From an optimization exercise on the open Yosys and OpenROAD flow, aimed at small area, a short achievable clock period and few clock cycles per item; shortcuts taken in it are not production practice. In this exercise RTL edits were held to simulation tests only and were not proved equivalent to the original. No activity file was given, so power comes from the tool's default toggle rates.

==> design.v <==
module rt_divider (
    input  wire [16:0] r,
    input  wire [16:0] d,
    output wire [16:0] r2,
    output wire [1:0]  q
);
    wire [18:0] t1 = {2'b00, r} - {1'b0, d, 1'b0};
    wire        qh = ~t1[18];
    wire [16:0] r1 = qh ? t1[16:0] : r;
    wire [17:0] t2 = {1'b0, r1} - {1'b0, d};
    wire        ql = ~t2[17];
    assign r2 = ql ? t2[16:0] : r1;
    assign q  = {qh, ql};
endmodule
module raw_timing (
    input  wire         clk,
    input  wire         rst,
    input  wire         start,
    input  wire [1:0]   op,
    input  wire [1:0]   fmt,
    input  wire [7:0]   acc,
    input  wire [127:0] dur,
    input  wire [15:0]  base_in,
    input  wire [15:0]  n_bits,
    input  wire [15:0]  n_ones,
    input  wire [15:0]  dl,
    output wire         ready,
    output reg          done,
    output reg  [2:0]   status,
    output reg  [15:0]  base,
    output wire [15:0]  len,
    output reg  [127:0] ticks
);
    localparam OP_BASETIME = 2'd0;
    localparam OP_RENDER   = 2'd1;
    localparam OP_CONVERT  = 2'd2;
    localparam ST_OK          = 3'd0;
    localparam ST_BUF_SMALL   = 3'd2;
    localparam ST_TIMING_UNS  = 3'd4;
    localparam ST_ILLEGAL     = 3'd5;
    localparam S_IDLE = 3'd0;    
    localparam S_MIN  = 3'd1;    
    localparam S_HORN = 3'd2;    
    localparam S_GCD  = 3'd3;    
    localparam S_TSET = 3'd4;    
    localparam S_TICK = 3'd5;    
    localparam S_FIN1 = 3'd6;    
    localparam S_FIN2 = 3'd7;    
    reg [2:0] state;
    reg       ready_r;
    assign ready = ready_r;
    reg         conv;            
    reg  [6:0]  c_r;             
    reg  [12:0] nz_r;            
    reg  [12:0] ones_r;
    reg  [9:0]  dl_r;
    wire [15:0] d [0:7];
    genvar gi;
    generate
        for (gi = 0; gi < 8; gi = gi + 1) begin : g_unpack
            assign d[gi] = ticks[16*gi +: 16];
        end
    endgenerate
    reg  [15:0] A;               
    reg  [16:0] R;               
    reg  [16:0] D;               
    reg  [3:0]  cnt;             
    reg         mid;             
    reg  [15:0] fl;              
    reg  [6:0]  xr;              
    reg  [2:0]  gk;              
    reg  [2:0]  ti;              
    reg  [15:0] Q;               
    reg         xnz;             
    reg         unrep;
    reg  [12:0] P;               
    reg         pov;
    reg  [12:0] L;               
    reg         lov;
    reg  [1:0]  q2_r;            
    reg  [1:0]  pw_r;            
    reg         pv_r, plast_r;
    assign len = {3'b000, L};
    function [4:0] bitlen16(input [15:0] x);
        integer k;
        begin
            bitlen16 = 5'd0;
            for (k = 0; k < 16; k = k + 1)
                if (x[k]) bitlen16 = k + 1;
        end
    endfunction
    function [15:0] min_nz2(input [15:0] a, input [15:0] b);
        if (a == 16'd0)      min_nz2 = b;
        else if (b == 16'd0) min_nz2 = a;
        else                 min_nz2 = (a < b) ? a : b;
    endfunction
    wire [16:0] r2;
    wire [1:0]  q2;
    rt_divider u_dig (.r(R), .d(D), .r2(r2), .q(q2));
    wire        tick_mode = (state == S_TSET) || (state == S_TICK);
    wire [2:0]  si = (state == S_TSET) ? 3'd0 : ti + 3'd1;    
    reg  [1:0]  pidx;
    always @(*) begin
        if (tick_mode)              pidx = si[2:1];
        else if (state == S_MIN)    pidx = gk[1:0];
        else if (state == S_HORN)   pidx = 2'd0;
        else case (gk)
            3'd0:    pidx = 2'd1;
            3'd2:    pidx = 2'd2;
            default: pidx = 2'd3;
        endcase
    end
    wire [15:0] pa = d[{pidx, 1'b0}];
    wire [15:0] pb = d[{pidx, 1'b1}];
    wire [15:0] xs = si[0] ? pb : pa;
    wire [15:0] nsrc = tick_mode ? xs : R[15:0];
    wire [5:0]  bn  = {1'b0, bitlen16(nsrc)} + (tick_mode ? 6'd2 : 6'd1);
    wire [5:0]  ba  = {1'b0, bitlen16(A)};
    wire [5:0]  em1 = bn - ba - 6'd1;
    wire [3:0]  cnt_n = (bn > ba) ? em1[4:1] : 4'd0;
    wire [32:0] dsh = {17'd0, A} << {cnt_n, 1'b0};
    wire [16:0] d_al = dsh[16:0];
    wire [16:0] xsum = {1'b0, xs} + {2'b00, A[15:1]};
    wire [15:0] pmin = min_nz2(pa, pb);
    wire [15:0] mnew = min_nz2(D[16:1], pmin);
    wire [8:0]  hv   = {1'b0, xr, 1'b0} + (D[16] ? {2'b00, c_r} : 9'd0);
    wire        hk2  = (hv >= 9'd200);
    wire        hk1  = !hk2 && (hv >= 9'd100);
    wire [8:0]  hr   = hv - (hk2 ? 9'd200 : hk1 ? 9'd100 : 9'd0);
    wire        hskip = (D[16:13] == 4'd0) && (xr == 7'd0) && (fl == 16'd0);
    wire [12:0] w    = (pw_r == 2'd0) ? 13'd1 : (pw_r == 2'd1) ? nz_r : ones_r;
    wire [15:0] pvv  = {1'b0, P, 2'b00} + (q2_r[1] ? {2'b00, w, 1'b0} : 16'd0)
                                        + (q2_r[0] ? {3'b000, w} : 16'd0);
    wire        pvo  = pov || (pvv[15:13] != 3'd0);
    wire [13:0] lsum = {1'b0, L} + {1'b0, pvv[12:0]};
    wire in_uses_acc = (op == OP_BASETIME) || (op == OP_CONVERT);
    wire in_uses_buf = (op == OP_RENDER) || (op == OP_CONVERT);
    wire in_illegal  = (op == 2'd3)
                    || (in_uses_acc && acc > 8'd100)
                    || (in_uses_buf && (dl > 16'd512 || n_bits > 16'd4096));
    wire in_allzero  = (dur == 128'd0);
    wire [15:0] tq = {Q[13:0], q2};
    integer j;
    always @(posedge clk) begin
        if (rst) begin
            state   <= S_IDLE;
            ready_r <= 1'b1;
            done    <= 1'b0;
            status  <= ST_OK;
        end else begin
            done <= 1'b0;
            if (pv_r) begin
                if (plast_r) begin
                    P   <= 13'd0;
                    pov <= 1'b0;
                    L   <= lsum[12:0];
                    lov <= lov || pvo || lsum[13];
                end else begin
                    P   <= pvv[12:0];
                    pov <= pvo;
                end
            end
            pv_r <= 1'b0;
            case (state)
                S_IDLE: if (start) begin
                    ticks  <= dur;
                    conv   <= (op == OP_CONVERT);
                    c_r    <= 7'd100 - acc[6:0];
                    nz_r   <= n_bits[12:0];
                    ones_r <= n_ones[12:0];
                    dl_r   <= dl[9:0];
                    A      <= base_in;
                    base   <= base_in;
                    D      <= 17'd1;
                    fl     <= 16'd0;
                    xr     <= 7'd0;
                    gk     <= 3'd0;
                    mid    <= 1'b0;
                    if (in_illegal) begin
                        status <= ST_ILLEGAL;
                        done   <= 1'b1;
                    end else if (fmt[1]) begin
                        status <= ST_TIMING_UNS;
                        done   <= 1'b1;
                    end else if (op == OP_RENDER) begin
                        if (base_in == 16'd0) begin
                            status <= ST_TIMING_UNS;
                            done   <= 1'b1;
                        end else begin
                            state   <= S_TSET;
                            ready_r <= 1'b0;
                        end
                    end else if (in_allzero) begin
                        status <= ST_TIMING_UNS;
                        done   <= 1'b1;
                    end else begin
                        state   <= S_MIN;
                        ready_r <= 1'b0;
                    end
                end
                S_MIN: begin
                    D  <= {mnew, 1'b1};
                    gk <= gk + 3'd1;
                    if (gk[1:0] == 2'd3) begin
                        gk    <= 3'd0;
                        state <= S_HORN;
                    end
                end
                S_HORN: begin
                    if (D == 17'h10000) begin
                        A <= pa; D <= {1'b0, pa}; R <= {1'b0, pb};
                        state <= S_GCD;
                    end else if (hskip) begin
                        D <= {D[12:0], 4'd0};
                    end else begin
                        xr <= hr[6:0];
                        fl <= hk2 ? {fl[14:0] + 15'd1, 1'b0} : {fl[14:0], hk1};
                        D  <= {D[15:0], 1'b0};
                        if (D[15:0] == 16'h8000) begin
                            A <= pa; D <= {1'b0, pa}; R <= {1'b0, pb};
                            state <= S_GCD;
                        end
                    end
                end
                S_GCD: begin
                    if (mid) begin
                        R   <= r2;
                        D   <= {2'b00, D[16:2]};
                        cnt <= cnt - 4'd1;
                        if (cnt == 4'd0) begin
                            A   <= r2[15:0];
                            D   <= r2;
                            R   <= {1'b0, A};
                            mid <= 1'b0;
                        end
                    end else if (A <= fl) begin
                        gk <= gk + 3'd1;
                        case (gk)
                            3'd0: begin
                                base <= R[15:0];
                                A <= pa; D <= {1'b0, pa}; R <= {1'b0, pb};
                            end
                            3'd1: begin
                                A <= base; D <= {1'b0, base};
                            end
                            3'd2: begin
                                base <= R[15:0];
                                A <= pa; D <= {1'b0, pa}; R <= {1'b0, pb};
                            end
                            3'd3: begin
                                L <= R[12:0]; P <= {R[15:13], 10'd0};
                                A <= pa; D <= {1'b0, pa}; R <= {1'b0, pb};
                            end
                            3'd4: begin
                                A <= {P[12:10], L}; D <= {1'b0, P[12:10], L};
                            end
                            3'd5: begin
                                A <= base; D <= {1'b0, base};
                            end
                            default: begin
                                base <= R[15:0];
                                A    <= R[15:0];
                                if (R[15:0] == 16'd0) begin
                                    status  <= ST_TIMING_UNS;
                                    done    <= 1'b1;
                                    ready_r <= 1'b1;
                                    state   <= S_IDLE;
                                end else if (!conv) begin
                                    status  <= ST_OK;
                                    done    <= 1'b1;
                                    ready_r <= 1'b1;
                                    state   <= S_IDLE;
                                end else begin
                                    state <= S_TSET;
                                end
                            end
                        endcase
                    end else if (R < {1'b0, A, 2'b00}) begin
                        A <= r2[15:0];
                        D <= r2;
                        R <= {1'b0, A};
                    end else begin
                        D   <= d_al;
                        cnt <= cnt_n;
                        mid <= 1'b1;
                    end
                end
                S_TSET: begin
                    R     <= xsum;
                    D     <= d_al;
                    cnt   <= cnt_n;
                    Q     <= 16'd0;
                    xnz   <= (xs != 16'd0);
                    ti    <= 3'd0;
                    unrep <= 1'b0;
                    P     <= 13'd0;
                    pov   <= 1'b0;
                    L     <= 13'd0;
                    lov   <= 1'b0;
                    nz_r  <= nz_r - ones_r;
                    state <= S_TICK;
                end
                S_TICK: begin
                    R       <= r2;
                    D       <= {2'b00, D[16:2]};
                    Q       <= tq;
                    cnt     <= cnt - 4'd1;
                    q2_r    <= q2;
                    pw_r    <= ti[2] ? (ti[1] ? 2'd2 : 2'd1) : 2'd0;
                    pv_r    <= 1'b1;
                    plast_r <= (cnt == 4'd0);
                    if (cnt == 4'd0) begin
                        for (j = 0; j < 8; j = j + 1)
                            if (ti == j) ticks[16*j +: 16] <= tq;
                        if (xnz && tq == 16'd0) unrep <= 1'b1;
                        if (ti == 3'd7) begin
                            state <= S_FIN1;
                        end else begin
                            ti  <= ti + 3'd1;
                            R   <= xsum;
                            D   <= d_al;
                            cnt <= cnt_n;
                            Q   <= 16'd0;
                            xnz <= (xs != 16'd0);
                        end
                    end
                end
                S_FIN1: state <= S_FIN2;
                S_FIN2: begin
                    if (unrep)
                        status <= ST_TIMING_UNS;
                    else if (lov || L > {dl_r, 3'b000})
                        status <= ST_BUF_SMALL;
                    else
                        status <= ST_OK;
                    done    <= 1'b1;
                    ready_r <= 1'b1;
                    state   <= S_IDLE;
                end
                default: state <= S_IDLE;
            endcase
        end
    end
endmodule
==> run.sh <==
#!/bin/bash
# synth_recipe.tcl (not shown) runs the flow's synth.tcl, then flattens the netlist and writes it again
# the make line also repeats each setting of config.mk as NAME=value (left out here)
make -C /OpenROAD-flow-scripts/flow DESIGN_CONFIG=/design/flow/config.mk WORK_HOME=/design/flow/orfs CLKGATE_MAP_FILE= SYNTH_SCRIPT=/design/flow/synth_recipe.tcl finish
==> config.mk <==
export PLATFORM = sky130hd
export DESIGN_NAME = raw_timing
export DESIGN_NICKNAME = raw_timing
export VERILOG_FILES = /design/flow/design.v
export SDC_FILE = /design/flow/constraint.sdc
export NUM_CORES = 4
export LEC_CHECK = 0
export CAP_MARGIN = 20
export CORE_MARGIN = 2
export CORE_UTILIZATION = 40
export SLEW_MARGIN = 20
==> constraint.sdc <==
create_clock -name core_clock -period 9.0 [get_ports {clk}]
set_input_delay 1.8000 -clock core_clock [delete_from_list [all_inputs] [get_ports {clk}]]
set_output_delay 1.8000 -clock core_clock [all_outputs]
set_load 0.01 [all_outputs]
==> impl_metrics.yaml <==
critical_path:
  path_max_fanout: 39
  required_ns: 9.39
  reg2reg_slack_ns: 0.63
  reg2reg_from: "gk[0]$_DFFE_PP_"
  critPathLaunch: "gk[0]$_DFFE_PP_"
  critPathArrivalTime_ns: 8.75
  critPathLaunchType: "register"
  worst_setup_path_end_kind: "register"
  crit_type: "register to register"
  r2r_cells: 27
drt:
  via_per_inst: 6.35
  drc_errors: 0
  drt_iter0_drc: 3622
  drtPass1Iterations: 6
  wl_um: 133000
  vias: 28700
  detail_route.wl_per_cell_um: 29.4
  postRouteAntennaNets: 0
timing:
  finalSetupViolations: 0
  period_share_pct: 93.0
  rsz0062_at_grt: "no"
  post-route-min-period_ns: 8.37
  max_freq_mhz: 120
  drv_slew: 0
  final_hold_viol_count: 0
  fin_ws_ns: 0.633
  finalSetupTns_ns: 0
  fin_skew_ns: 0.0306
  worst_pin_slew_ns: 1.34
  relSlewSlack_pct: 10.6
place:
  gp_congestion: 1.06
  dp_slack_ns: 0.877
  dp_hpwl_um: 102000
  io_buffers: 364
cells_and_area:
  num-fill-cells: 6616
  areaGrowthSynthToFinish_pct: 22.1
  fin_nets: 3975
  drive_gt1_share_pct: 7.00
  multi_input_area_mm2: 0.0166
  seq_area_mm2: 0.00983
hold_path:
  hp-start: "status[1]$_SDFFE_PP0P_"
  worstHoldPathCells: 2
  hold_path_class: "register to register"
logic_synthesis:
  yosysSeqAreaShare_pct: 35.2
  syn_area_mm2: 0.0279
  synth_edf_count: 322
  syn_inst: 3214
  yosysUniqueCellTypes: 109
  syn_area_per_cell_um2: 8.68
  ys_seq_elements: 330
  synthFlopType: "edfxtp_1"
  ys_warn_count: 1
  synthArstFlopShare_pct: 0
grt:
  grt_pass1_wl_um: 188000
  grt_pass1_vias: 27000
  antenna_found_initial: 2
  grt_usage_pct: 36.0
  overflow: 0
  grt_max_degree: 72
floorplan:
  start_util_pct: 40.5
  die_x_um: 268
  die_y_um: 268
  die-area_mm2: 0.0719
  core_area_mm2: 0.0688
  pin_count: 372
  row_count: 96
clock_tree:
  cts_hold_buffers: 0
  clk_pin_slew_ns: 0.06
  htreeDepth: 2
  cts_setup_buffers: 0
  cts_tree: "built"
  cts.sinks: 330
  cts-resized-gates: 0
  clk_path_buf_depth: 3
  cts-root-buf: "clkbuf_16"
  clk_latency_ns: 0.60
  cts_buffers: 40
flow_run:
  drv_cap: 0
power:
  switchingPower_uw: 6200
  pwr-share-seq_pct: 20.1
  p_comb_share_pct: 65.9
  clkPwrFrac_pct: 14.0
  finalPower_uw: 12000
  p_leak_uw: 0.0139
  p_sw_share_pct: 51.7
  peakVddDrop_v: 0.000156
  cellPowerDensity_mw_per_mm2: 352
  internal_power_uw: 5800
run_status:
  run_status: "finished clean"
## cell usage after synthesis, drive strengths merged, types with 50 or more instances
cell | count | share of area, %
nand2 | 558 | 7.5
edfxtp | 322 | 35
nor2 | 231 | 3.2
inv | 208 | 2.8
ha | 193 | 8.7
a21oi | 183 | 3.4
o21ai | 163 | 3.0
clkbuf | 109 | 1.5
nor4 | 92 | 2.1
mux2i | 68 | 2.5
nand3 | 66 | 1.2
a21o | 61 | 1.6
xnor2 | 61 | 1.9
o211ai | 60 | 1.6
nor3 | 56 | 1.1
nand4 | 51 | 1.2
and3 | 50 | 1.1
## area by class of cell
| type | instances | share of cell area [%] |
|---|---|---|
| multi-input cells | 2518 | 48.9 |
| flip-flops and latches | 330 | 28.9 |
| repair buffers | 452 | 12.6 |
| well taps | 931 | 3.42 |
| clock buffers | 50 | 3.17 |
| inverters | 212 | 2.34 |
| clock inverters | 23 | 0.705 |
| diodes | 1 | 0.00735 |
## cells in the final DEF (no fill, tap or decap), types with 24 or more instances in the layout
| cell type | n |
|---|---|
| edfxtp_1 | 322 |
| a21o_1 | 61 |
| inv_1 | 205 |
| mux2i_1 | 67 |
| nand2_1 | 556 |
| and2_1 | 33 |
| o31ai_1 | 33 |
| ha_1 | 193 |
| nor4_1 | 90 |
| a211oi_1 | 37 |
| nand4_1 | 50 |
| o21a_1 | 37 |
| nand3_1 | 65 |
| o21ai_0 | 154 |
| a21oi_1 | 178 |
| o221ai_1 | 24 |
| buf_4 | 88 |
| clkdlybuf4s50_1 | 364 |
| xor2_1 | 24 |
| nor2_1 | 223 |
| a31oi_1 | 33 |
| a22oi_1 | 37 |
| and3_1 | 50 |
| o211ai_1 | 59 |
| nor3_1 | 54 |
| xnor2_1 | 61 |
| nor2b_1 | 26 |
| clkbuf_16 | 42 |
## final timing paths
check                      endpoint
max                 D[12]$_DFFE_PP_
min          status[1]$_SDFFE_PP0P_
max reg2reg         D[12]$_DFFE_PP_
min reg2reg  status[1]$_SDFFE_PP0P_
## state kept, by name (all words and copies together), names as in the netlist, 3 cells and up
signal  count
A          16
D          17
L          13
P          13
Q          14
R          17
base       16
c_r         7
cnt         4
dl_r       10
fl         16
gk          3
nz_r       13
ones_r     13
state       3
status      3
ti          3
ticks     128
xr          7
## cells by family after synthesis
group / synth area share, %
flops: 35.2
xor+xnor: 2.67
fa+ha+maj: 10.2
compound gates: 22.4
buf+inv: 5.43
other cells: 0.0134
simple gates: 20.3
mux: 3.79
## metal layers
metal / up-vias / global-route usage (%) / part of all wire [%]
li1: 12700 / - / -
met1: 13600 / 45.4 / 38
met2: 1955 / 55.7 / 43
met3: 414 / 9.74 / 12
met4: 2 / 20.6 / 6.9
met5: - / 0 / 0.0060
## through the flow
stage / util (%) / instance area [um^2] / instances / hold WS, ns
2_1_floorplan: - / 27900 / 3216 / 0.495
3_3_place_gp: 47.6 / 32700 / 4443 / 0.464
3_5_place_dp: 47.6 / 32700 / 4443 / 0.471
4_1_cts: 49.5 / 34100 / 4516 / 0.481
5_1_grt: 49.5 / 34100 / 4516 / 0.516
6_report: 49.5 / 34100 / 4517 / 0.477
## worst max-delay path, cell delays in order, from the launching register on
cell and delay [ns]:
edfxtp_1 0.51, inv_1 0.16, ha_1 0.34, or3b_4 0.52, o21a_1 0.43, nor2_8 0.39
buf_4 0.46, a211oi_1 0.14, a31oi_4 0.59, or3_1 0.26, nand3_1 0.09, a21boi_1 0.15
o21a_1 0.15, ha_1 0.22, a21oi_1 0.21, nor2_1 0.07, o31a_1 0.29, ha_1 0.32
a21o_1 0.19, a21oi_1 0.47, a21o_1 0.43, buf_4 0.25, mux2i_1 0.10, o21ai_0 0.53
mux2_2 0.30, a21oi_1 0.06, a311o_1 0.28, o221ai_1 0.23
## power groups by stage
stage,registers (uW),logic [uW],clock network (uW)
CTS,2390,7530,1690
floorplan,2250,4890,0
detailed placement,2420,7500,0
global route,2410,8290,1740
finish,2410,7900,1680
global placement,2420,7500,0
Testbench counts, summed over its fixed seeds: cycles 164,769, ops 2,400.

[afterwards: timing with drivers on the ports]
Ports are ideal in the flow. The routed layout listed here was re-timed in OpenROAD.
Step 1 assumes that a clkbuf_16 drives the clock port and a buf_2 every other input.
Step 2 times the ports against the registers' clock, not the clock port: input delays grow and output delays shrink by t, the midpoint of the rising clock arrivals with the driver on.
Three values: ideal, step 1, step 2; two values: the first two.
t (ns): 0.635
setup slack, ns: 0.633 / 0.633 / 0.633
worst hold slack (ns): 0.477 / 0.477 / 0.477
clock arrival spread, ns: 0.031 / 0.031
worst slew at a driven data input, ns: 0.08
After both steps setup and hold are still met in this run. The setup slack of this run moves by 0.000 ns with the drivers and by 0.000 ns with both steps.
